Context: an optimization exercise on an open-source flow, tuned for small area, a short achievable clock period and few clock cycles. The choices shown serve that exercise and are no tape-out recipe.
In this exercise RTL edits were held to simulation tests only and were not proved equivalent to the original.
Power is estimated from default activity; no workload was simulated.

<file path="flow/design.v">
module psg_chan #(
    parameter KIND = 1                  
) (
    input  wire         clk,
    input  wire         rst,
    input  wire         do_init,
    input  wire         do_setvol,      
    input  wire         do_setpitch,
    input  wire         do_release,
    input  wire         do_tick,
    input  wire         do_stop,
    input  wire         do_env,         
    input  wire         do_adv,         
    input  wire         first,          
    input  wire         do_vol2,
    input  wire         vol2_setvel,    
    input  wire [5:0]   vol2_peak,
    input  wire [5:0]   vol2_sus,
    input  wire [7:0]   op_velocity,
    input  wire [31:0]  op_duration,
    input  wire [31:0]  op_adsr,        
    input  wire [1:0]   op_panpot,
    input  wire [47:0]  op_inc,
    input  wire [127:0] op_arg,
    output reg          tick_res,       
    output wire         late,
    output wire [7:0]   note_vel_o,
    output wire [3:0]   s_o,
    output wire         alive_f,        
    output wire [1:0]   panpot_o,
    output wire signed [15:0] term      
);
    localparam [2:0] S_INIT = 3'd0, S_RISE = 3'd1, S_DEC = 3'd2, S_PLAY = 3'd3,
                     S_REL  = 3'd4, S_DYING = 3'd5, S_DEAD = 3'd6;
    localparam [1:0] P_LEFT = 2'd0, P_CENTER = 2'd1, P_RIGHT = 2'd2;
    localparam PW = (KIND == 1) ? 3 : ((KIND == 2) ? 5 : 15);
    reg [2:0]    state, nxt;
    reg [3:0]    step;
    reg [5:0]    vel, peak, sus;
    reg [1:0]    panpot;
    reg [2:0]    a_r, d_r, r_r;
    reg [3:0]    s_r;
    reg [7:0]    note_vel;
    reg [31:0]   dur;
    reg [PW+31:0] inc;
    reg [31:0]   frac;
    reg [PW-1:0] pos;
    reg [1:0]    duty;
    reg          npat;
    reg [127:0]  wave;
    reg [8:0]    wsum;
    assign late       = (state >= S_REL);
    assign note_vel_o = note_vel;
    assign s_o        = s_r;
    assign panpot_o   = panpot;
    reg [2:0] e_state, e_next;
    reg [3:0] e_step;
    reg [5:0] e_vel;
    always @* begin
        e_state = state;
        e_next  = nxt;
        e_step  = step;
        e_vel   = vel;
        case (state)
            S_INIT: begin
                e_next = S_RISE;
                e_step = 4'd0;
                if ((a_r | d_r) == 3'd0 || (sus == 6'd0 && peak == 6'd0)) begin
                    e_state = S_PLAY;  e_vel = sus;
                end else if (a_r == 3'd0 && s_r < 4'd15) begin
                    e_state = S_DEC;
                    e_vel   = (peak == 6'd0) ? sus : ((peak - 6'd1 > sus) ? peak - 6'd1 : sus);
                end else if (a_r == 3'd0) begin
                    e_state = S_PLAY;  e_vel = sus;
                end else begin
                    e_state = S_RISE;  e_vel = 6'd1;
                end
            end
            S_RISE: begin
                e_step = step + 4'd1;
                if (e_step >= {1'b0, a_r}) begin
                    if (nxt == S_DEC) begin
                        e_state = S_DEC;
                        dec_entry;
                    end else if (nxt == S_PLAY) begin
                        e_state = S_PLAY;
                        e_step  = 4'd0;
                    end else if (nxt == S_REL) begin
                        e_state = S_REL;
                        rel_entry;
                    end else begin
                        e_step = 4'd0;
                        e_vel  = vel + 6'd1;
                        if ({1'b0, vel} + 7'd1 >= {1'b0, peak}) begin
                            e_vel  = peak;
                            e_next = (d_r == 3'd0 || peak == sus) ? S_PLAY : S_DEC;
                        end
                    end
                end
            end
            S_DEC: begin
                e_step = step + 4'd1;
                if (e_step >= {1'b0, d_r}) begin
                    if (nxt == S_PLAY) begin
                        e_state = S_PLAY;
                        e_step  = 4'd0;
                    end else if (nxt == S_REL) begin
                        e_state = S_REL;
                        rel_entry;
                    end else begin
                        dec_entry;
                    end
                end
            end
            S_PLAY: begin
                if (nxt == S_REL) begin
                    e_state = S_REL;
                    e_step  = step + 4'd1;
                    rel_entry;
                end else begin
                    e_step = 4'd0;
                end
            end
            S_REL: begin
                e_step = step + 4'd1;
                if (e_step >= {1'b0, r_r}) begin
                    if (nxt == S_DYING) e_state = S_DEAD;
                    else                rel_entry;
                end
            end
            default: ;
        endcase
    end
    task dec_entry;
        begin
            e_step = 4'd0;
            if ({1'b0, vel} <= {1'b0, sus} + 7'd1) begin
                e_vel  = sus;
                e_next = S_PLAY;
            end else begin
                e_vel = vel - 6'd1;
            end
        end
    endtask
    task rel_entry;
        begin
            if (r_r == 3'd0) begin
                e_vel   = 6'd0;
                e_state = S_DEAD;
            end else begin
                e_step = 4'd0;
                if (vel <= 6'd1) begin
                    e_next = S_DYING;
                    e_vel  = 6'd0;
                end else begin
                    e_vel = vel - 6'd1;
                end
            end
        end
    endtask
    wire [5:0] lvl = first ? e_vel : vel;
    assign alive_f = first ? (e_state != S_DEAD) : (state != S_DEAD);
    wire [32:0]   acc_f   = {1'b0, frac} + {1'b0, inc[31:0]};
    wire [PW-1:0] pos_sum = pos + inc[PW+31:32] + acc_f[32];
    wire [PW-1:0] idx     = (KIND == 3 && npat) ? (pos & 7'h7f) : pos;
    wire [PW-1:0] pos_nx  = (KIND == 3 && npat) ? (pos_sum & 7'h7f) : pos_sum;
    function [14:0] fine_r(input [6:0] b);
        case (b)
            7'd0: fine_r = 15'h0001;
            7'd1: fine_r = 15'h0002;
            7'd2: fine_r = 15'h0004;
            7'd3: fine_r = 15'h0008;
            7'd4: fine_r = 15'h0010;
            7'd5: fine_r = 15'h0020;
            7'd6: fine_r = 15'h0040;
            7'd7: fine_r = 15'h0080;
            7'd8: fine_r = 15'h0100;
            7'd9: fine_r = 15'h0200;
            7'd10: fine_r = 15'h0400;
            7'd11: fine_r = 15'h0800;
            7'd12: fine_r = 15'h1000;
            7'd13: fine_r = 15'h2000;
            7'd14: fine_r = 15'h4001;
            7'd15: fine_r = 15'h0003;
            7'd16: fine_r = 15'h0006;
            7'd17: fine_r = 15'h000c;
            7'd18: fine_r = 15'h0018;
            7'd19: fine_r = 15'h0030;
            7'd20: fine_r = 15'h0060;
            7'd21: fine_r = 15'h00c0;
            7'd22: fine_r = 15'h0180;
            7'd23: fine_r = 15'h0300;
            7'd24: fine_r = 15'h0600;
            7'd25: fine_r = 15'h0c00;
            7'd26: fine_r = 15'h1800;
            7'd27: fine_r = 15'h3000;
            7'd28: fine_r = 15'h6001;
            7'd29: fine_r = 15'h4002;
            7'd30: fine_r = 15'h0005;
            7'd31: fine_r = 15'h000a;
            7'd32: fine_r = 15'h0014;
            7'd33: fine_r = 15'h0028;
            7'd34: fine_r = 15'h0050;
            7'd35: fine_r = 15'h00a0;
            7'd36: fine_r = 15'h0140;
            7'd37: fine_r = 15'h0280;
            7'd38: fine_r = 15'h0500;
            7'd39: fine_r = 15'h0a00;
            7'd40: fine_r = 15'h1400;
            7'd41: fine_r = 15'h2800;
            7'd42: fine_r = 15'h5001;
            7'd43: fine_r = 15'h2003;
            7'd44: fine_r = 15'h4007;
            7'd45: fine_r = 15'h000f;
            7'd46: fine_r = 15'h001e;
            7'd47: fine_r = 15'h003c;
            7'd48: fine_r = 15'h0078;
            7'd49: fine_r = 15'h00f0;
            7'd50: fine_r = 15'h01e0;
            7'd51: fine_r = 15'h03c0;
            7'd52: fine_r = 15'h0780;
            7'd53: fine_r = 15'h0f00;
            7'd54: fine_r = 15'h1e00;
            7'd55: fine_r = 15'h3c00;
            7'd56: fine_r = 15'h7801;
            7'd57: fine_r = 15'h7002;
            7'd58: fine_r = 15'h6004;
            7'd59: fine_r = 15'h4008;
            7'd60: fine_r = 15'h0011;
            7'd61: fine_r = 15'h0022;
            7'd62: fine_r = 15'h0044;
            7'd63: fine_r = 15'h0088;
            7'd64: fine_r = 15'h0110;
            7'd65: fine_r = 15'h0220;
            7'd66: fine_r = 15'h0440;
            7'd67: fine_r = 15'h0880;
            7'd68: fine_r = 15'h1100;
            7'd69: fine_r = 15'h2200;
            7'd70: fine_r = 15'h4401;
            7'd71: fine_r = 15'h0803;
            7'd72: fine_r = 15'h1006;
            7'd73: fine_r = 15'h200c;
            7'd74: fine_r = 15'h4019;
            7'd75: fine_r = 15'h0033;
            7'd76: fine_r = 15'h0066;
            7'd77: fine_r = 15'h00cc;
            7'd78: fine_r = 15'h0198;
            7'd79: fine_r = 15'h0330;
            7'd80: fine_r = 15'h0660;
            7'd81: fine_r = 15'h0cc0;
            7'd82: fine_r = 15'h1980;
            7'd83: fine_r = 15'h3300;
            7'd84: fine_r = 15'h6601;
            7'd85: fine_r = 15'h4c02;
            7'd86: fine_r = 15'h1805;
            7'd87: fine_r = 15'h300a;
            7'd88: fine_r = 15'h6015;
            7'd89: fine_r = 15'h402a;
            7'd90: fine_r = 15'h0055;
            7'd91: fine_r = 15'h00aa;
            7'd92: fine_r = 15'h0154;
            7'd93: fine_r = 15'h02a8;
            7'd94: fine_r = 15'h0550;
            7'd95: fine_r = 15'h0aa0;
            7'd96: fine_r = 15'h1540;
            7'd97: fine_r = 15'h2a80;
            7'd98: fine_r = 15'h5501;
            7'd99: fine_r = 15'h2a03;
            7'd100: fine_r = 15'h5407;
            7'd101: fine_r = 15'h280f;
            7'd102: fine_r = 15'h501f;
            7'd103: fine_r = 15'h203f;
            7'd104: fine_r = 15'h407f;
            7'd105: fine_r = 15'h00ff;
            7'd106: fine_r = 15'h01fe;
            7'd107: fine_r = 15'h03fc;
            7'd108: fine_r = 15'h07f8;
            7'd109: fine_r = 15'h0ff0;
            7'd110: fine_r = 15'h1fe0;
            7'd111: fine_r = 15'h3fc0;
            7'd112: fine_r = 15'h7f81;
            7'd113: fine_r = 15'h7f02;
            7'd114: fine_r = 15'h7e04;
            7'd115: fine_r = 15'h7c08;
            7'd116: fine_r = 15'h7810;
            7'd117: fine_r = 15'h7020;
            7'd118: fine_r = 15'h6040;
            7'd119: fine_r = 15'h4080;
            7'd120: fine_r = 15'h0101;
            7'd121: fine_r = 15'h0202;
            7'd122: fine_r = 15'h0404;
            7'd123: fine_r = 15'h0808;
            7'd124: fine_r = 15'h1010;
            7'd125: fine_r = 15'h2020;
            7'd126: fine_r = 15'h4041;
            7'd127: fine_r = 15'h0083;
            default: fine_r = 15'h0000;
        endcase
    endfunction
    function [14:0] fine_w(input [7:0] a);
        case (a)
            8'd0: fine_w = 15'h4000;
            8'd1: fine_w = 15'h3040;
            8'd2: fine_w = 15'h2400;
            8'd3: fine_w = 15'h1b24;
            8'd4: fine_w = 15'h1040;
            8'd5: fine_w = 15'h3c20;
            8'd6: fine_w = 15'h0924;
            8'd7: fine_w = 15'h1dd2;
            8'd8: fine_w = 15'h3400;
            8'd9: fine_w = 15'h1734;
            8'd10: fine_w = 15'h1940;
            8'd11: fine_w = 15'h3ae9;
            8'd12: fine_w = 15'h0d34;
            8'd13: fine_w = 15'h12da;
            8'd14: fine_w = 15'h3649;
            8'd15: fine_w = 15'h7040;
            8'd16: fine_w = 15'h1440;
            8'd17: fine_w = 15'h3f24;
            8'd18: fine_w = 15'h0b64;
            8'd19: fine_w = 15'h2c60;
            8'd20: fine_w = 15'h3504;
            8'd21: fine_w = 15'h14f6;
            8'd22: fine_w = 15'h29d2;
            8'd23: fine_w = 15'h2334;
            8'd24: fine_w = 15'h0e74;
            8'd25: fine_w = 15'h23a9;
            8'd26: fine_w = 15'h37dd;
            8'd27: fine_w = 15'h1fee;
            8'd28: fine_w = 15'h2493;
            8'd29: fine_w = 15'h4609;
            8'd30: fine_w = 15'h6400;
            8'd31: fine_w = 15'h2b64;
            8'd32: fine_w = 15'h3440;
            8'd33: fine_w = 15'h2704;
            8'd34: fine_w = 15'h1964;
            8'd35: fine_w = 15'h21f2;
            8'd36: fine_w = 15'h3d24;
            8'd37: fine_w = 15'h0ae6;
            8'd38: fine_w = 15'h2d40;
            8'd39: fine_w = 15'h2ddd;
            8'd40: fine_w = 15'h1474;
            8'd41: fine_w = 15'h2833;
            8'd42: fine_w = 15'h3b7d;
            8'd43: fine_w = 15'h629a;
            8'd44: fine_w = 15'h2209;
            8'd45: fine_w = 15'h4f64;
            8'd46: fine_w = 15'h1f24;
            8'd47: fine_w = 15'h1344;
            8'd48: fine_w = 15'h3e60;
            8'd49: fine_w = 15'h3896;
            8'd50: fine_w = 15'h1cd6;
            8'd51: fine_w = 15'h37c2;
            8'd52: fine_w = 15'h27a6;
            8'd53: fine_w = 15'h009d;
            8'd54: fine_w = 15'h39a9;
            8'd55: fine_w = 15'h3c47;
            8'd56: fine_w = 15'h134e;
            8'd57: fine_w = 15'h59e7;
            8'd58: fine_w = 15'h4093;
            8'd59: fine_w = 15'h6d6d;
            8'd60: fine_w = 15'h5040;
            8'd61: fine_w = 15'h0c60;
            8'd62: fine_w = 15'h2d24;
            8'd63: fine_w = 15'h06f6;
            8'd64: fine_w = 15'h2440;
            8'd65: fine_w = 15'h2b14;
            8'd66: fine_w = 15'h1064;
            8'd67: fine_w = 15'h273b;
            8'd68: fine_w = 15'h3934;
            8'd69: fine_w = 15'h05ee;
            8'd70: fine_w = 15'h2f09;
            8'd71: fine_w = 15'h4aa9;
            8'd72: fine_w = 15'h1974;
            8'd73: fine_w = 15'h2dfe;
            8'd74: fine_w = 15'h3d2d;
            8'd75: fine_w = 15'h5c20;
            8'd76: fine_w = 15'h2144;
            8'd77: fine_w = 15'h2bd2;
            8'd78: fine_w = 15'h22b6;
            8'd79: fine_w = 15'h0f54;
            8'd80: fine_w = 15'h3b70;
            8'd81: fine_w = 15'h375f;
            8'd82: fine_w = 15'h1e0f;
            8'd83: fine_w = 15'h3cda;
            8'd84: fine_w = 15'h2ae7;
            8'd85: fine_w = 15'h65a0;
            8'd86: fine_w = 15'h53dd;
            8'd87: fine_w = 15'h348a;
            8'd88: fine_w = 15'h10d3;
            8'd89: fine_w = 15'h610d;
            8'd90: fine_w = 15'h7d64;
            8'd91: fine_w = 15'h0a96;
            8'd92: fine_w = 15'h0964;
            8'd93: fine_w = 15'h2de2;
            8'd94: fine_w = 15'h3424;
            8'd95: fine_w = 15'h0c2f;
            8'd96: fine_w = 15'h2950;
            8'd97: fine_w = 15'h22d5;
            8'd98: fine_w = 15'h163d;
            8'd99: fine_w = 15'h4f47;
            8'd100: fine_w = 15'h367d;
            8'd101: fine_w = 15'h6757;
            8'd102: fine_w = 15'h2459;
            8'd103: fine_w = 15'h71de;
            8'd104: fine_w = 15'h1c69;
            8'd105: fine_w = 15'h77f2;
            8'd106: fine_w = 15'h03f2;
            8'd107: fine_w = 15'h2486;
            8'd108: fine_w = 15'h19c6;
            8'd109: fine_w = 15'h380b;
            8'd110: fine_w = 15'h257f;
            8'd111: fine_w = 15'h0b85;
            8'd112: fine_w = 15'h34e8;
            8'd113: fine_w = 15'h597a;
            8'd114: fine_w = 15'h793a;
            8'd115: fine_w = 15'h512a;
            8'd116: fine_w = 15'h430e;
            8'd117: fine_w = 15'h5587;
            8'd118: fine_w = 15'h6db7;
            8'd119: fine_w = 15'h6b9b;
            8'd120: fine_w = 15'h7400;
            8'd121: fine_w = 15'h2774;
            8'd122: fine_w = 15'h3d40;
            8'd123: fine_w = 15'h21cd;
            8'd124: fine_w = 15'h1d74;
            8'd125: fine_w = 15'h2efa;
            8'd126: fine_w = 15'h3f6d;
            8'd127: fine_w = 15'h6d92;
            8'd128: fine_w = 15'h2040;
            8'd129: fine_w = 15'h2810;
            8'd130: fine_w = 15'h1224;
            8'd131: fine_w = 15'h1689;
            8'd132: fine_w = 15'h3830;
            8'd133: fine_w = 15'h062c;
            8'd134: fine_w = 15'h1f9b;
            8'd135: fine_w = 15'h5374;
            8'd136: fine_w = 15'h1a34;
            8'd137: fine_w = 15'h1c8d;
            8'd138: fine_w = 15'h3cb9;
            8'd139: fine_w = 15'h338e;
            8'd140: fine_w = 15'h1197;
            8'd141: fine_w = 15'h52ff;
            8'd142: fine_w = 15'h4dd2;
            8'd143: fine_w = 15'h0850;
            8'd144: fine_w = 15'h3a34;
            8'd145: fine_w = 15'h04ad;
            8'd146: fine_w = 15'h2eb9;
            8'd147: fine_w = 15'h3e1c;
            8'd148: fine_w = 15'h19b7;
            8'd149: fine_w = 15'h4cef;
            8'd150: fine_w = 15'h4940;
            8'd151: fine_w = 15'h06b9;
            8'd152: fine_w = 15'h2034;
            8'd153: fine_w = 15'h0f37;
            8'd154: fine_w = 15'h2219;
            8'd155: fine_w = 15'h4368;
            8'd156: fine_w = 15'h1f2d;
            8'd157: fine_w = 15'h4582;
            8'd158: fine_w = 15'h3264;
            8'd159: fine_w = 15'h3e99;
            8'd160: fine_w = 15'h2a14;
            8'd161: fine_w = 15'h10a5;
            8'd162: fine_w = 15'h27ab;
            8'd163: fine_w = 15'h5558;
            8'd164: fine_w = 15'h05af;
            8'd165: fine_w = 15'h4ff9;
            8'd166: fine_w = 15'h268d;
            8'd167: fine_w = 15'h2f03;
            8'd168: fine_w = 15'h2d2e;
            8'd169: fine_w = 15'h6171;
            8'd170: fine_w = 15'h5c45;
            8'd171: fine_w = 15'h5aaf;
            8'd172: fine_w = 15'h77e6;
            8'd173: fine_w = 15'h0cfd;
            8'd174: fine_w = 15'h148d;
            8'd175: fine_w = 15'h3ab1;
            8'd176: fine_w = 15'h370e;
            8'd177: fine_w = 15'h72f3;
            8'd178: fine_w = 15'h50f7;
            8'd179: fine_w = 15'h4a56;
            8'd180: fine_w = 15'h6974;
            8'd181: fine_w = 15'h098e;
            8'd182: fine_w = 15'h022d;
            8'd183: fine_w = 15'h4c5f;
            8'd184: fine_w = 15'h3d34;
            8'd185: fine_w = 15'h06ea;
            8'd186: fine_w = 15'h2d49;
            8'd187: fine_w = 15'h7b1b;
            8'd188: fine_w = 15'h1870;
            8'd189: fine_w = 15'h2e3c;
            8'd190: fine_w = 15'h0dbf;
            8'd191: fine_w = 15'h45fd;
            8'd192: fine_w = 15'h2204;
            8'd193: fine_w = 15'h1aa1;
            8'd194: fine_w = 15'h2322;
            8'd195: fine_w = 15'h60fa;
            8'd196: fine_w = 15'h0ba3;
            8'd197: fine_w = 15'h4e72;
            8'd198: fine_w = 15'h716b;
            8'd199: fine_w = 15'h3bde;
            8'd200: fine_w = 15'h2ba3;
            8'd201: fine_w = 15'h5652;
            8'd202: fine_w = 15'h636b;
            8'd203: fine_w = 15'h364c;
            8'd204: fine_w = 15'h2383;
            8'd205: fine_w = 15'h4842;
            8'd206: fine_w = 15'h67f9;
            8'd207: fine_w = 15'h38a5;
            8'd208: fine_w = 15'h3983;
            8'd209: fine_w = 15'h43d8;
            8'd210: fine_w = 15'h6b59;
            8'd211: fine_w = 15'h45d1;
            8'd212: fine_w = 15'h3f19;
            8'd213: fine_w = 15'h4ab5;
            8'd214: fine_w = 15'h107d;
            8'd215: fine_w = 15'h7df1;
            8'd216: fine_w = 15'h3539;
            8'd217: fine_w = 15'h5527;
            8'd218: fine_w = 15'h15cf;
            8'd219: fine_w = 15'h6bc1;
            8'd220: fine_w = 15'h2fbb;
            8'd221: fine_w = 15'h5f5c;
            8'd222: fine_w = 15'h0126;
            8'd223: fine_w = 15'h7a5b;
            8'd224: fine_w = 15'h2881;
            8'd225: fine_w = 15'h2e88;
            8'd226: fine_w = 15'h7ac8;
            8'd227: fine_w = 15'h75ac;
            8'd228: fine_w = 15'h5ac8;
            8'd229: fine_w = 15'h6d8c;
            8'd230: fine_w = 15'h48c8;
            8'd231: fine_w = 15'h601e;
            8'd232: fine_w = 15'h40e8;
            8'd233: fine_w = 15'h7e0e;
            8'd234: fine_w = 15'h447a;
            8'd235: fine_w = 15'h70e7;
            8'd236: fine_w = 15'h5e7a;
            8'd237: fine_w = 15'h7b7d;
            8'd238: fine_w = 15'h52da;
            8'd239: fine_w = 15'h0609;
            8'd240: fine_w = 15'h5440;
            8'd241: fine_w = 15'h0f64;
            8'd242: fine_w = 15'h2f64;
            8'd243: fine_w = 15'h3744;
            8'd244: fine_w = 15'h2544;
            8'd245: fine_w = 15'h28d6;
            8'd246: fine_w = 15'h20f6;
            8'd247: fine_w = 15'h3ee6;
            8'd248: fine_w = 15'h3a74;
            8'd249: fine_w = 15'h349d;
            8'd250: fine_w = 15'h2e9d;
            8'd251: fine_w = 15'h2507;
            8'd252: fine_w = 15'h29a7;
            8'd253: fine_w = 15'h54d3;
            8'd254: fine_w = 15'h5249;
            8'd255: fine_w = 15'h5b24;
            default: fine_w = 15'h0000;
        endcase
    endfunction
    localparam [127:0] ROUGH = 128'h7f54cee9637b5b2470be57344f143040;
    reg signed [15:0] t;
    reg signed [4:0]  sq_k;             
    reg [3:0]         nib;
    reg               nbit;
    reg [14:0]        fr, fw;
    always @* begin
        t    = 16'sd0;
        sq_k = 5'sd0;
        nib  = 4'd0;
        nbit = 1'b0;
        fr   = 15'd0;
        fw   = 15'd0;
        if (KIND == 1) begin
            case (duty)
                2'd0: sq_k = (idx[2:0] == 3'd0) ? 5'sd7 : -5'sd1;
                2'd1: sq_k = (idx[2:0] <= 3'd1) ? 5'sd6 : -5'sd2;
                2'd2: sq_k = (idx[2:0] <= 3'd3) ? 5'sd4 : -5'sd4;
                default: sq_k = (idx[2:0] <= 3'd5) ? 5'sd2 : -5'sd6;
            endcase
            t = (sq_k * $signed({1'b0, lvl})) <<< 6;
        end else if (KIND == 2) begin
            nib = wave[{idx[4:1], ~idx[0], 2'b00} +: 4];
            t = ($signed({2'b00, nib, 5'b00000}) - $signed({2'b00, wsum})) * $signed({1'b0, lvl});
        end else begin
            fr   = fine_r(idx[6:0]);
            fw   = fine_w(idx[14:7]);
            nbit = npat ? ROUGH[idx[6:0]] : ^(fr & fw);
            t    = nbit ? $signed({2'b00, lvl, 8'd0}) : -$signed({2'b00, lvl, 8'd0});
        end
    end
    assign term = t;
    reg [8:0] nsum;
    integer k;
    always @* begin
        nsum = 9'd0;
        for (k = 0; k < 32; k = k + 1)
            nsum = nsum + wave[4*k +: 4];
    end
    always @* begin
        if (late)               tick_res = 1'b0;
        else if (dur == 32'd0)  tick_res = 1'b1;
        else                    tick_res = (dur != 32'd1);
    end
    always @(posedge clk) begin
        if (rst) begin
            state <= S_DEAD;
            nxt   <= S_INIT;
            step  <= 4'd0;
            vel   <= 6'd0;
            frac  <= 32'd0;
            pos   <= {PW{1'b0}};
        end else begin
            if (do_init)
                state <= S_INIT;
            if (do_vol2 && vol2_setvel && state == S_PLAY)
                vel <= vol2_sus;
            if (do_release) begin
                if (r_r == 3'd0) begin
                    vel   <= 6'd0;
                    state <= S_DEAD;
                end else if (vel == 6'd0) begin
                    state <= S_DEAD;
                end else begin
                    nxt <= S_REL;
                end
            end
            if (do_tick && !late && dur == 32'd1) begin
                if (vel == 6'd0 || r_r == 3'd0) begin
                    if (r_r == 3'd0) vel <= 6'd0;
                    state <= S_DEAD;
                end else begin
                    state <= S_REL;
                end
            end
            if (do_stop)
                state <= S_DEAD;
            if (do_env) begin
                state <= e_state;
                nxt   <= e_next;
                step  <= e_step;
                vel   <= e_vel;
            end
            if (do_adv) begin
                frac <= acc_f[31:0];
                pos  <= pos_nx;
            end
        end
    end
    always @(posedge clk) begin
        if (do_init) begin
            note_vel <= op_velocity;
            dur      <= op_duration;
            a_r      <= op_adsr[2:0];
            d_r      <= op_adsr[10:8];
            s_r      <= op_adsr[19:16];
            r_r      <= op_adsr[26:24];
            if (KIND == 1) duty <= op_arg[1:0];
            if (KIND == 2) wave <= op_arg;
            if (KIND == 3) npat <= op_arg[0];
        end
        if (do_init || do_setvol)
            panpot <= op_panpot;
        if (do_init || do_setpitch)
            inc <= op_inc[PW+31:0];
        if (do_tick && !late && dur != 32'd0)
            dur <= dur - 32'd1;
        if (do_vol2) begin
            peak <= vol2_peak;
            sus  <= vol2_sus;
        end
        if (KIND == 2)
            wsum <= nsum;
    end
endmodule
module psg_voice #(
    parameter NFRAMES = 16              
) (
    input  wire         clk,
    input  wire         rst,
    input  wire         cmd_valid,
    output wire         cmd_ready,
    input  wire [3:0]   cmd_op,
    input  wire [1:0]   cmd_ch,
    input  wire [7:0]   cmd_velocity,
    input  wire [31:0]  cmd_duration,
    input  wire [31:0]  cmd_adsr,       
    input  wire [7:0]   cmd_vol,
    input  wire [7:0]   cmd_pan,
    input  wire [47:0]  cmd_inc,
    input  wire [127:0] cmd_arg,
    output reg          rsp_valid,
    output reg  [1:0]   rsp_status,
    output reg          rsp_tick,
    output reg          smp_valid,
    input  wire         smp_ready,
    output reg          smp_last,
    output reg  signed [17:0] smp_left,
    output reg  signed [17:0] smp_right
);
    localparam [3:0] OP_INIT_PCM8 = 4'h1, OP_INIT_SQUARE = 4'h2, OP_INIT_WAVE = 4'h3,
                     OP_INIT_NOISE = 4'h4, OP_SET_VOLUME = 4'h5, OP_SET_PITCH = 4'h6,
                     OP_RELEASE = 4'h7, OP_TICK_NOTE = 4'h8, OP_PROCESS = 4'h9,
                     OP_STOP = 4'hA, OP_MIX_BLOCK = 4'hB;
    localparam [1:0] ST_OK = 2'd0, ST_REFUSED = 2'd1, ST_FAULT = 2'd2, ST_HALTED = 2'd3;
    localparam [1:0] P_LEFT = 2'd0, P_CENTER = 2'd1, P_RIGHT = 2'd2;
    localparam FW = $clog2(NFRAMES);
    reg          ready;                 
    reg          faulted;
    reg [FW-1:0] nleft;                 
    reg          bmix;                  
    reg [1:0]    bch;                   
    reg          bpend;                 
    reg          bpend_mix;
    reg [1:0]    bpend_ch;
    reg          brsp;                  
    reg          q_valid;               
    reg [1:0]    q_status;
    reg          q_tick;
    reg          v2;                    
    reg [1:0]    v2_ch;
    reg          v2_setvel;
    reg [7:0]    v2_vol;
    assign cmd_ready = ready;
    wire accept = cmd_valid && ready;
    wire op_reserved = (cmd_op == 4'h0) || (cmd_op >= 4'hC);
    wire op_refused  = op_reserved || (cmd_op == OP_MIX_BLOCK && cmd_ch != 2'd0);
    reg  kind_bad;
    always @* begin
        case (cmd_op)
            OP_INIT_PCM8:   kind_bad = 1'b1;
            OP_INIT_SQUARE: kind_bad = (cmd_ch != 2'd0) && (cmd_ch != 2'd1);
            OP_INIT_WAVE:   kind_bad = (cmd_ch != 2'd2);
            OP_INIT_NOISE:  kind_bad = (cmd_ch != 2'd3);
            default:        kind_bad = 1'b0;
        endcase
    end
    wire run = accept && !faulted && !op_refused && !kind_bad;
    wire [3:0] ch_sel   = 4'b0001 << cmd_ch;
    wire       is_init  = (cmd_op == OP_INIT_SQUARE) || (cmd_op == OP_INIT_WAVE) ||
                          (cmd_op == OP_INIT_NOISE);
    wire       is_block = (cmd_op == OP_PROCESS) || (cmd_op == OP_MIX_BLOCK);
    wire       run_blk  = run && is_block;
    wire [3:0] late;
    wire [3:0] do_init     = (run && is_init)                   ? ch_sel : 4'b0;
    wire [3:0] do_setvol   = (run && cmd_op == OP_SET_VOLUME)   ? (ch_sel & ~late) : 4'b0;
    wire [3:0] do_setpitch = (run && cmd_op == OP_SET_PITCH)    ? ch_sel : 4'b0;
    wire [3:0] do_release  = (run && cmd_op == OP_RELEASE)      ? (ch_sel & ~late) : 4'b0;
    wire [3:0] do_tick     = (run && cmd_op == OP_TICK_NOTE)    ? ch_sel : 4'b0;
    wire [3:0] do_stop     = (run && cmd_op == OP_STOP)         ? ch_sel : 4'b0;
    wire       vol_go      = |(do_init | do_setvol);
    wire [1:0] op_panpot = ($signed(cmd_pan) < -8'sd21) ? P_LEFT :
                           ($signed(cmd_pan) >  8'sd20) ? P_RIGHT : P_CENTER;
    wire out_free = !smp_valid || smp_ready;
    wire idle     = (nleft == {FW{1'b0}});            
    wire start    = (run_blk || bpend) && out_free;   
    wire cont     = !idle && smp_valid && smp_ready;  
    wire load     = start || cont;
    wire       f_mix = !idle ? bmix : (bpend ? bpend_mix : (cmd_op == OP_MIX_BLOCK));
    wire [1:0] f_ch  = !idle ? bch  : (bpend ? bpend_ch  : cmd_ch);
    wire [3:0] f_sel = f_mix ? 4'b1111 : (4'b0001 << f_ch);
    wire [7:0]  nv_o [0:3];
    wire [3:0]  s_o  [0:3];
    wire [15:0] v2_prod = nv_o[v2_ch] * v2_vol;
    wire [5:0]  v2_peak = v2_prod[15:10];
    wire [9:0]  v2_t    = v2_peak * s_o[v2_ch] + 10'd15;
    wire [5:0]  v2_sus  = v2_t[9:4];
    wire [3:0]  do_vol2 = v2 ? (4'b0001 << v2_ch) : 4'b0;
    wire [3:0]         tick_res;
    wire [3:0]         alive;
    wire [1:0]         panpot [0:3];
    wire signed [15:0] term   [0:3];
    genvar g;
    generate
        for (g = 0; g < 4; g = g + 1) begin : ch
            psg_chan #(.KIND(g < 2 ? 1 : (g == 2 ? 2 : 3))) u_chan (
                .clk         (clk),
                .rst         (rst),
                .do_init     (do_init[g]),
                .do_setvol   (do_setvol[g]),
                .do_setpitch (do_setpitch[g]),
                .do_release  (do_release[g]),
                .do_tick     (do_tick[g]),
                .do_stop     (do_stop[g]),
                .do_env      (start && f_sel[g]),
                .do_adv      (load && f_sel[g] && alive[g]),
                .first       (idle),
                .do_vol2     (do_vol2[g]),
                .vol2_setvel (v2_setvel),
                .vol2_peak   (v2_peak),
                .vol2_sus    (v2_sus),
                .op_velocity (cmd_velocity),
                .op_duration (cmd_duration),
                .op_adsr     (cmd_adsr),
                .op_panpot   (op_panpot),
                .op_inc      (cmd_inc),
                .op_arg      (cmd_arg),
                .tick_res    (tick_res[g]),
                .late        (late[g]),
                .note_vel_o  (nv_o[g]),
                .s_o         (s_o[g]),
                .alive_f     (alive[g]),
                .panpot_o    (panpot[g]),
                .term        (term[g])
            );
        end
    endgenerate
    reg signed [17:0] all_l, all_r;
    reg signed [17:0] one_l [0:3];
    reg signed [17:0] one_r [0:3];
    integer i;
    always @* begin
        all_l = 18'sd0;
        all_r = 18'sd0;
        for (i = 0; i < 4; i = i + 1) begin
            one_l[i] = (alive[i] && panpot[i] != P_RIGHT) ? term[i] : 18'sd0;
            one_r[i] = (alive[i] && panpot[i] != P_LEFT)  ? term[i] : 18'sd0;
            all_l = all_l + one_l[i];
            all_r = all_r + one_r[i];
        end
    end
    wire signed [17:0] mix_l = f_mix ? all_l : one_l[f_ch];
    wire signed [17:0] mix_r = f_mix ? all_r : one_r[f_ch];
    wire last_out = smp_valid && smp_ready && idle && smp_last;   
    reg       n_q_valid, n_brsp, n_v2, n_bpend;
    reg [FW-1:0] n_nleft;
    always @* begin
        n_nleft = nleft;
        if (start)     n_nleft = NFRAMES - 1;
        else if (cont) n_nleft = nleft - 1'b1;
        n_bpend   = (bpend || run_blk) && !start;
        n_brsp    = (brsp && !last_out) || start;
        n_q_valid = (q_valid && (brsp || last_out)) || (accept && !run_blk);
        n_v2      = vol_go;
    end
    always @(posedge clk) begin
        if (rst) begin
            ready     <= 1'b1;
            faulted   <= 1'b0;
            nleft     <= {FW{1'b0}};
            bpend     <= 1'b0;
            brsp      <= 1'b0;
            q_valid   <= 1'b0;
            v2        <= 1'b0;
            smp_valid <= 1'b0;
            smp_last  <= 1'b0;
            rsp_valid <= 1'b0;
        end else begin
            nleft   <= n_nleft;
            bpend   <= n_bpend;
            brsp    <= n_brsp;
            q_valid <= n_q_valid;
            v2      <= n_v2;
            ready   <= (n_nleft == {FW{1'b0}}) && !n_bpend && !n_v2 && !(n_q_valid && n_brsp);
            if (accept && !faulted && !op_refused && kind_bad)
                faulted <= 1'b1;
            if (load) begin
                smp_valid <= 1'b1;
                smp_last  <= cont && (nleft == 1);
            end else if (smp_valid && smp_ready) begin
                smp_valid <= 1'b0;
            end
            if (last_out) begin
                rsp_valid <= 1'b1;
            end else begin
                rsp_valid <= q_valid && !brsp;
            end
        end
    end
    always @(posedge clk) begin
        if (last_out) begin
            rsp_status <= ST_OK;
            rsp_tick   <= 1'b0;
        end else begin
            rsp_status <= q_status;
            rsp_tick   <= q_tick;
        end
        if (accept && !run_blk) begin
            if (faulted)          q_status <= ST_HALTED;
            else if (op_refused)  q_status <= ST_REFUSED;
            else if (kind_bad)    q_status <= ST_FAULT;
            else                  q_status <= ST_OK;
            q_tick <= run && (cmd_op == OP_TICK_NOTE) && tick_res[cmd_ch];
        end
        if (run_blk && !start) begin
            bpend_mix <= (cmd_op == OP_MIX_BLOCK);
            bpend_ch  <= cmd_ch;
        end
        if (start) begin
            bmix <= f_mix;
            bch  <= f_ch;
        end
        if (load) begin
            smp_left  <= mix_l;
            smp_right <= mix_r;
        end
        if (vol_go) begin
            v2_ch     <= cmd_ch;
            v2_vol    <= cmd_vol;
            v2_setvel <= !is_init && (cmd_op == OP_SET_VOLUME);
        end
    end
endmodule
</file>
<file path="flow/run.sh">
#!/bin/bash
# synth_recipe.tcl (not shown) runs the flow's synth.tcl, then flattens the netlist and writes it again
# the make line also repeats each setting of config.mk as NAME=value (left out here)
make -C /OpenROAD-flow-scripts/flow DESIGN_CONFIG=/design/flow/config.mk WORK_HOME=/design/flow/orfs CLKGATE_MAP_FILE= SYNTH_SCRIPT=/design/flow/synth_recipe.tcl finish
</file>
<file path="flow/config.mk">
export PLATFORM = sky130hd
export DESIGN_NAME = psg_voice
export DESIGN_NICKNAME = psg_voice
export VERILOG_FILES = /design/flow/design.v
export SDC_FILE = /design/flow/constraint.sdc
export NUM_CORES = 4
export LEC_CHECK = 0
export CAP_MARGIN = 20
export CORE_MARGIN = 2
export CORE_UTILIZATION = 40
export SLEW_MARGIN = 20
</file>
<file path="flow/constraint.sdc">
create_clock -name core_clock -period 18.0 [get_ports {clk}]
set_input_delay 3.6000 -clock core_clock [delete_from_list [all_inputs] [get_ports {clk}]]
set_output_delay 3.6000 -clock core_clock [all_outputs]
set_load 0.01 [all_outputs]
</file>
==> impl_metrics.csv <==
group,metric,value,unit
cts,cts.path.max_buffers,3,
synth,synth_top_area_share,0.261,
cts,cts_sinks,854,
synth,syn_inst,7918,
sta,finalCritPeriodShare,0.636,
setup_path,cp_slowest_stage_delay,0.58,ns
grt,grt_pass1_vias,59979,
sta,final.setup_skew,0.0363,ns
sta,fmax,87.4,MHz
die,pin_count,317,
synth,synth.distinct_cells,96,
sta,setup_viol,0,
worst_hold_path,hold_path_class,"reg -> reg",
cts,htree_num_levels,3,
setup_path,crit_path_frequent_cell,"a21oi_1",
placed_design,place_hpwl,184000,µm
grt,antenna_found_initial,23,
die,start_util,0.404,
cts,cts_setup_buffers,0,
detailed_routing,ant_nets,0,
synth,synthesis.area,70400,µm²
pwr,power_density,68.4,nW/µm²
synth,synth_ff_type,"edfxtp_1",
die,core,174000,µm²
cts,numCtsBuffers,95,
sta,whs,0.456,ns
cells_and_area,drive_above_1_share,0.0592,
die,die_y,424,µm
detailed_routing,vias,61483,
synth,synth_area_per_cell,8.89,µm²
grt,grt_max_degree,90,
die,die-area,179000,µm²
setup_path,worstPathRequired,18.44,ns
cts,clock_latency,0.73,ns
sta,tns,0,ns
synth,synth.ff_latch_count,854,
grt,grt_pass1_wl,372000,µm
detailed_routing,drt-wirelength-per-cell,23.6,µm
grt,grt_overflow_total,0,
pwr,power.total,5.42,mW
sta,grt_setup_unrepaired,"no",
synth,synth.area.top_cells,"edfxtp_1 26%, ha_1 9.1%, fa_1 8.0%, dfxtp_1 6.9%, a21oi_1 5.3%",
sta,tightest_slew,1.15,ns
pwr,peakVddDrop,0.143,mV
synth,synth_nets,8988,
sta,hold_viol,0,
cells_and_area,fin_area,79200,µm²
run_status,status,"no timing/DRC/antenna violations",
cts,cts_tree,"built",
synth,yosys_warnings,8,
cts,hold_buffers,0,
placed_design,portBuffers,296,
setup_path,cp.arrival,11.88,ns
job,maxCapViolCount,0,
setup_path,path_max_fanout,13,
cts,clkSlewWorstSetupHoldPaths,0.06,ns
cells_and_area,final_cells,10464,
detailed_routing,drt_iter0_markers,6268,
cells_and_area,area_delta_synth_final,12.5,%
sta,fin_ws,6.56,ns
cells_and_area,final.fill_count,16768,
cts,post_cts_resized,0,
placed_design,dpl.cell_count,10272,
sta,slew_headroom,0.224,
placed_design,placed_area,75800,µm²
detailed_routing,dr.pass1.iters,6,
die,placement_rows,153,
sta,period_minus_slack,11.44,ns
detailed_routing,via_per_inst,5.88,
setup_path,cp_slowest_cell,"a21oi_1",
placed_design,place_ws,6.68,ns
cells_and_area,nets,9115,
detailed_routing,wl,247000,µm
grt,grt_util_all_layers,0.268,
synth,seq_area_frac_synth,0.330,
cts,root_buffer,"clkbuf_16",
setup_path,start_kind,"register",
placed_design,gp_congestion,0.992,
detailed_routing,drc,0,
synth,async_flop_share,0,
pwr,power.leakage,31.0,nW
synth,synth_edf_count,611,
die,die_w,424,µm
setup_path,path_class,"reg -> reg",
cells_and_area,postLayoutCoreUtil,0.454,
setup_path,crit_path_end_kind,"register",
sta,maxSlewViolCount,0,
synth,yosysTopAreaCell,"edfxtp_1",
## metal layers
layer,part of all wire,global-route usage,vias to the layer above
met2,0.45,0.424,2491
met5,0.000032,0,-
met1,0.43,0.360,29848
met4,0.052,0.129,2
li1,-,-,28629
met3,0.073,0.0401,513
## cells by family after synthesis
kind of cell / count (synthesis) / synth area share
simple gates: 2549 / 0.169
fa+ha+maj: 796 / 0.172
mux: 121 / 0.0275
buf+inv: 1049 / 0.0577
xor+xnor: 413 / 0.0520
compound gates: 2136 / 0.192
flops: 854 / 0.330
## registers in the layout (all words and copies together) (netlist names), 18 cells and up
| register | flops |
|---|---|
| ch.u_chan.dur | 128 |
| ch.u_chan.frac | 128 |
| ch.u_chan.inc | 154 |
| ch.u_chan.note_vel | 32 |
| ch.u_chan.peak | 24 |
| ch.u_chan.pos | 26 |
| ch.u_chan.sus | 24 |
| ch.u_chan.vel | 24 |
| ch.u_chan.wave | 128 |
| smp_left | 18 |
| smp_right | 18 |
## final timing paths
path | start | endpoint | slack [ns] | cells after the start
worst max-delay path | ch[2].u_chan.sus[1] | smp_right[17] | 6.56 | 44
worst max register to register | ch[2].u_chan.sus[1] | smp_right[17] | 6.56 | 44
worst min-delay path | ch[1].u_chan.frac[2] | ch[1].u_chan.frac[2] | 0.46 | 2
worst min register to register | ch[1].u_chan.frac[2] | ch[1].u_chan.frac[2] | 0.46 | 2
## cell usage in the layout, fill, tap and decap left out, types with 35 or more instances in the layout
cell | netlist | layout
a211oi_1 | 90 | 88
a21o_1 | 129 | 129
a21oi_1 | 744 | 744
a22oi_1 | 35 | 35
a31oi_1 | 93 | 93
and2_1 | 84 | 84
and3_1 | 51 | 51
buf_4 | 9 | 136
clkbuf_16 | 0 | 104
clkdlybuf4s50_1 | 0 | 295
dfxtp_1 | 243 | 235
edfxtp_1 | 611 | 611
fa_1 | 283 | 283
ha_1 | 513 | 512
inv_1 | 640 | 638
mux2i_1 | 45 | 45
mux4_2 | 55 | 55
nand2_1 | 811 | 810
nand2b_1 | 124 | 121
nand3_1 | 177 | 177
nand4_1 | 40 | 40
nor2_1 | 686 | 680
nor2b_1 | 111 | 108
nor3_1 | 209 | 207
nor4_1 | 51 | 50
o211ai_1 | 59 | 59
o21a_1 | 40 | 40
o21ai_0 | 417 | 416
o21bai_1 | 36 | 36
o221ai_1 | 51 | 51
o22ai_1 | 47 | 47
or2_2 | 45 | 45
or3_1 | 63 | 63
xnor2_1 | 265 | 263
xor2_1 | 145 | 144
## synth_stat cells, types with 177 or more instances
cell type / instances
nor2_1: 686
fa_1: 283
inv_1: 640
edfxtp_1: 611
nor3_1: 209
a21oi_1: 744
clkbuf_1: 301
nand2_1: 811
o21ai_0: 417
nand3_1: 177
ha_1: 513
xnor2_1: 265
dfxtp_1: 243
## area by class of cell
type                    instances  area (µm²)  area share
inverters                     644        2420      0.0306
flip-flops and latches        854       23200       0.293
clock inverters                48         479     0.00605
repair buffers                435        4030      0.0509
multi-input cells            6015       43300       0.547
well taps                    2325        2910      0.0367
clock buffers                 129        2780      0.0351
diodes                         14        35.0    0.000443
## report_power, final
group	internal [mW]	switching, mW
Sequential	2.19	0.0186
Combinational	0.408	0.768
Clock	1.18	0.859
Total	3.77	1.65
## worst max-delay path: cells and delay by family (launching register included)
family / cells / cell delay [ns]
AND/OR/NAND/NOR: 7 / 1.51
adder cells (fa/ha/maj): 10 / 4.31
XOR/XNOR: 3 / 0.40
AO/OA/AOI/OAI: 19 / 4.11
flip-flops: 1 / 0.56
buffers and inverters: 5 / 0.24
Testbench counts, summed over its fixed seeds: cycles 55,108.

[what the ideal ports hide]
In the flow no input, the clock included, has a driving cell. The finished layout below was timed again as built, in two steps.
Step 1, drivers: a clkbuf_16 drives clk and a buf_2 each remaining input, both assumed.
Step 2 times the ports against the registers' clock, not the clock port: input delays grow and output delays shrink by t, the midpoint of the rising clock arrivals with the driver on.
Three values: no drivers, after step 1, after step 2; two values: the first two.
t, ns: 0.790
setup WS [ns]: 6.558 / 6.558 / 6.558
worst setup path at the end: register to register
worst slew at a driven data input, ns: 0.13
After both steps this run still meets setup and hold. The setup slack of this run moves by 0.000 ns with the drivers and by 0.000 ns with both steps.
